This design comes from an exercise in tuning for small area, a short achievable clock period and few clock cycles per item on the open sky130 flow, not from production work.
At most, simulation tests tie the RTL to the original design; equivalence was not proved.
Power figures rest on the tool's default switching activity, not on a simulated workload.

## ranging_code_gen
module ranging_code_gen (
    input  wire        clk,
    input  wire        rst,
    input  wire        cmd_valid,
    output wire        cmd_ready,
    input  wire [1:0]  cmd_mode,    
    input  wire [13:0] cmd_arg,     
    input  wire [13:0] cmd_p,       
    input  wire [13:0] cmd_len,     
    output reg         chip_valid,
    output reg         chip
);
Size in the first run: roughly 1600 cells after synthesis, ~82 flip-flops, about 50 I/O pins.
clock: 8.0 ns
lec_check: 0
abc_area: 1
cap_margin: 20
cell_pad_in_sites_detail_placement: 1
cell_pad_in_sites_global_placement: 1
core_margin: 2
core_utilization: 35
place_density: 0.45
setup_slack_margin: 4.5
slew_margin: 20
run.sh (not shown) runs the stock make flow with config.mk's settings and CLKGATE_MAP_FILE= SYNTH_SCRIPT=/design/flow/synth_recipe.tcl, a recipe that flattens the netlist after the stock synthesis.
Then changed:
- SETUP_SLACK_MARGIN: 4.5 -> 5
Outcome: Power went up by about 6.5%. Global-route usage went up by 2.8 points. Via count went up by 4.6%. Die area stays the same. Fmax went up by about 3.2%.
No run of this note included a check of the RTL's function; only the layout flow was run.

== sierra ==
ranging_code_gen, a different RTL version from the one above (not shown whole).
Size: roughly 1,600 cells after synthesis, about 50 I/O pins, about 0.012 mm2 of cells after synthesis.
export LEC_CHECK = 0
export CAP_MARGIN = 20
export CORE_MARGIN = 2
export CORE_UTILIZATION = 40
export SLEW_MARGIN = 20
export SYNTH_MEMORY_MAX_BITS = 16384
create_clock -name core_clock -period 8.0 [get_ports {clk}]
Testbench counts of sierra, summed over its fixed seeds: cycles 16,758, chips 14,062.
> inputs changed (sierra -> tundra)
- a deleted SYNTH_MEMORY_MAX_BITS that had been 16384
Findings:
tundra did not finish: a tool error stopped it during 1_2_yosys.

## v52
ranging_code_gen, a different RTL version from the one above (not shown whole).
For scale: ~1700 cells after synthesis, roughly 0.010 mm² of cells after synthesis.
// ranging_code_gen
module ranging_code_gen (
    input  wire        clk,
    input  wire        rst,
    input  wire        cmd_valid,
    output wire        cmd_ready,
    input  wire [1:0]  cmd_mode,    
    input  wire [13:0] cmd_arg,     
    input  wire [13:0] cmd_p,       
    input  wire [13:0] cmd_len,     
    output reg         chip_valid,
    output reg         chip
);
clock: 8.0 ns
lec_check: 0
abc_area: 1
cap_margin: 20
cell_pad_in_sites_detail_placement: 1
cell_pad_in_sites_global_placement: 1
core_margin: 2
core_utilization: 35
cts_buf_list: sky130_fd_sc_hd__clkbuf_8
place_density: 0.52
setup_slack_margin: 5
slew_margin: 20
standard.sh (not shown) runs the stock make flow with config.mk's settings and CLKGATE_MAP_FILE= SYNTH_SCRIPT=/design/flow/synth_recipe.tcl, a recipe that flattens the netlist after the stock synthesis.
==> flow/flow/run.sh <==
#!/bin/bash
# The standard layout (standard.sh), with the port buffers that global placement
# inserts on every input and output made plain buffers (buf_2) instead of the
# default delay-buffer cell.
set -euo pipefail
export BUFFER_PORTS_ARGS="-buffer_cell sky130_fd_sc_hd__buf_2"
bash standard.sh > standard.log 2>&1
v52 closes out successfully: all stages finished, all timing, DRC and antenna checks passed.
Testbench counts of v52, summed over its fixed seeds: cycles 16,758, chips 14,062.
Input changes introduced in v40 (baseline for comparison: v52):
diff --git a/flow/config.mk b/flow/config.mk
--- a/flow/config.mk
+++ b/flow/config.mk
@@ -13,5 +13,6 @@
 export CORE_UTILIZATION = 35
 export CTS_BUF_LIST = sky130_fd_sc_hd__clkbuf_8
-export PLACE_DENSITY = 0.52
+export PLACE_DENSITY = 0.45
 export SETUP_SLACK_MARGIN = 5
 export SLEW_MARGIN = 20
+export TNS_END_PERCENT = 5
--- outcome ---
| first-pass GRT wire length | v40 vs v52 | better |
Lower utilization after layout was reported by v40, not v52.
Top metal layer carrying routed signals: met4 -> v40, met5 -> v52
v52 has a higher layout-stage area growth over the synthesis result than v40.
Across both runs, cell leakage power was lower for v40 than for v52.
v40 vs v52 on minimum clock period after layout: v40 is the higher one.
v52 → v40: routed wirelength normalized by instance count did not really move; cell area now sits lower; power density over cell area went up; design internal power fell by 2.2%; sequential share of layout area climbed 0.34 points.
Between v40 and v52, the combinational cell fraction of total power figures differ only marginally.
Edits applied to the flow inputs when going from v40 to v5:
diff --git a/flow/config.mk b/flow/config.mk
--- a/flow/config.mk
+++ b/flow/config.mk
@@ -16,3 +16,2 @@
 export SETUP_SLACK_MARGIN = 5
 export SLEW_MARGIN = 20
-export TNS_END_PERCENT = 5
Findings:
Relative to v40, the final cell area reported for v5 is higher.
Compared with v40, in v5 clock share of power held steady; combinational power grew by about 1%.

## wip/ember
ranging_code_gen, a different RTL version from the one above (not shown whole).
Size in the first run: ~1700 cells after synthesis.
==> flow/config.mk <==
export PLATFORM = sky130hd
export DESIGN_NAME = ranging_code_gen
export DESIGN_NICKNAME = ranging_code_gen
export VERILOG_FILES = /design/flow/design.v
export SDC_FILE = /design/flow/constraint.sdc
export NUM_CORES = 4
export LEC_CHECK = 0
export ABC_AREA = 1
export CAP_MARGIN = 20
export CELL_PAD_IN_SITES_DETAIL_PLACEMENT = 1
export CELL_PAD_IN_SITES_GLOBAL_PLACEMENT = 1
export CORE_MARGIN = 2
export CORE_UTILIZATION = 35
export CTS_BUF_LIST = sky130_fd_sc_hd__clkbuf_8
export PLACE_DENSITY = 0.45
export SETUP_SLACK_MARGIN = 4.5
export SLEW_MARGIN = 20
==> flow/constraint.sdc <==
create_clock -name core_clock -period 8.0 [get_ports {clk}]
set_input_delay 1.6000 -clock core_clock [delete_from_list [all_inputs] [get_ports {clk}]]
set_output_delay 1.6000 -clock core_clock [all_outputs]
set_load 0.01 [all_outputs]
Scripts as last shown in full above: flow/flow/run.sh
Testbench counts of wip/ember, summed over its fixed seeds: cycles 16,758, chips 14,062.
Changes in wip/xenon relative to wip/ember:
- CTS_BUF_LIST no longer set, was sky130_fd_sc_hd__clkbuf_8
--- outcome ---
Having completed the whole flow, wip/xenon delivered a layout that passed the timing, design-rule and antenna checks.
Number of cells on the critical path was lower in the run labelled wip/ember.
Sum of routed wire length over all layers: wip/xenon vs wip/ember, no meaningful difference
Length of routed met3 wiring came out higher on wip/xenon than on wip/ember.
wip/xenon ended up with ha_1 as its standard cell with the maximum stage delay on the critical path; wip/ember ended up with nor2_1.
Reported for wip/xenon and wip/ember, deepest clock path buffer count turned out identical to the last digit.
Portion of the clock cycle consumed by the worst path in the final layout: wip/xenon vs wip/ember — no meaningful difference
Between wip/xenon and wip/ember, the difference in synthesized area is negligible.
wip/xenon and wip/ember ended up with roughly the same wire length of the first global-routing pass.
As far as area occupied by multi-input gates is concerned, wip/ember and wip/xenon perform about the same.
Input-level comparison between wip/garnet and wip/xenon:
- SETUP_SLACK_MARGIN now 4.8, was 4.5
- CTS_BUF_LIST now sky130_fd_sc_hd__clkbuf_8, previously not set
==> notes.md <==
Going from wip/xenon to wip/garnet, area share of buffers outside the clock network shows an increase of 1.0 points; final area rose by 0.92%. Summary of wip/garnet over wip/xenon: register-to-register path setup slack now sits higher, area growth from synthesis to final layout now sits higher.

ranging_code_gen, a different RTL version from the one above (not shown whole).
Size: roughly 1700 cells after synthesis, ~50 I/O pins.
make LEC_CHECK=0 ABC_AREA=1 CAP_MARGIN=20 CELL_PAD_IN_SITES_DETAIL_PLACEMENT=1 CELL_PAD_IN_SITES_GLOBAL_PLACEMENT=1 CORE_MARGIN=2 CORE_UTILIZATION=35 PLACE_DENSITY=0.45 SETUP_SLACK_MARGIN=5 SLEW_MARGIN=20 finish   # period 8.0 ns
run.sh (not shown) runs the stock make flow with config.mk's settings and CLKGATE_MAP_FILE= SYNTH_SCRIPT=/design/flow/synth_recipe.tcl, a recipe that flattens the netlist after the stock synthesis.
Stock flow here: none of the scripts above is used.
The starting point finished with timing, DRC and antenna clean.
==> next run, changes <==
==> flow/flow/run.sh (new file) <==
#!/bin/bash
# The standard layout (standard.sh), with the port buffers that global placement
# inserts on every input and output made plain buffers (buf_2) instead of the
# default delay-buffer cell.
set -euo pipefail
export BUFFER_PORTS_ARGS="-buffer_cell sky130_fd_sc_hd__buf_2"
bash standard.sh > standard.log 2>&1
==> flow/standard.sh (new file) <==
#!/bin/bash
# synth_recipe.tcl (not shown) runs the flow's synth.tcl, then flattens the netlist and writes it again
# the make line also repeats each setting of config.mk as NAME=value (left out here)
make -C /OpenROAD-flow-scripts/flow DESIGN_CONFIG=/design/flow/config.mk WORK_HOME=/design/flow/orfs CLKGATE_MAP_FILE= SYNTH_SCRIPT=/design/flow/synth_recipe.tcl "${@:-finish}"
- SETUP_SLACK_MARGIN: 5 -> 4.5
removed: flow/run.sh
The changed run went through all stages and came out clean.
Final area decreases by 7.3%.
Global-route usage shrinks by 2.5 points.
Sequential power is lower by about 0.7%.
Total power fell by 5.3%.
Cell count fell by 1.3%.
Worst setup slack gains 5.3 ps.
Sequential share of layout area grows by 1.2 points.
Register-to-register slack stays flat.
Critical path depth goes down by 2.
Worst hold slack is worse by 13 ps.
Non-clock buffer count is lower by 26.
No run of this note included a check of the RTL's function; only the layout flow was run.

[separate check: timing with driven ports]
The results above use ideal ports. As a check the final layouts listed here were re-extracted and re-timed, cells and wires unchanged. Step 1 assumes that a clkbuf_16 drives the clock port and a buf_2 every other input. Step 2 moves the port delays by t, midway between the first and last clock arrival at a register: inputs arrive t later, outputs are due t later. That takes back most of the time a late clock gives input paths. Slacks: ideal ports / drivers / drivers and shift; pairs: ideal ports / drivers.
run	t (ns)	setup slack, ns	worst setup path after step 2	latest minus earliest clock arrival (ns)
the first run of note 1	0.392	4.495 / 4.495 / 4.495	register to register	0.016 / 0.016
the second run of note 1	0.392	4.605 / 4.605 / 4.605	register to register	0.015 / 0.015
sierra	0.399	1.626 / 1.626 / 1.626	register to register	0.016 / 0.016
v52	0.439	4.999 / 4.999 / 4.647	input to register	0.026 / 0.026
v40	0.444	4.883 / 4.883 / 4.682	input to register	0.023 / 0.023
v5	0.439	4.999 / 4.999 / 4.647	input to register	0.026 / 0.026
wip/ember	0.444	4.509 / 4.509 / 4.509	register to register	0.030 / 0.029
wip/xenon	0.407	4.519 / 4.519 / 4.519	register to register	0.017 / 0.017
wip/garnet	0.439	4.838 / 4.838 / 4.822	input to register	0.030 / 0.030
the first run of note 5	0.398	4.503 / 4.503 / 4.503	register to register	0.007 / 0.007
the second run of note 5	0.400	4.509 / 4.509 / 4.509	register to register	0.006 / 0.006
After both steps every run listed still meets setup and hold.
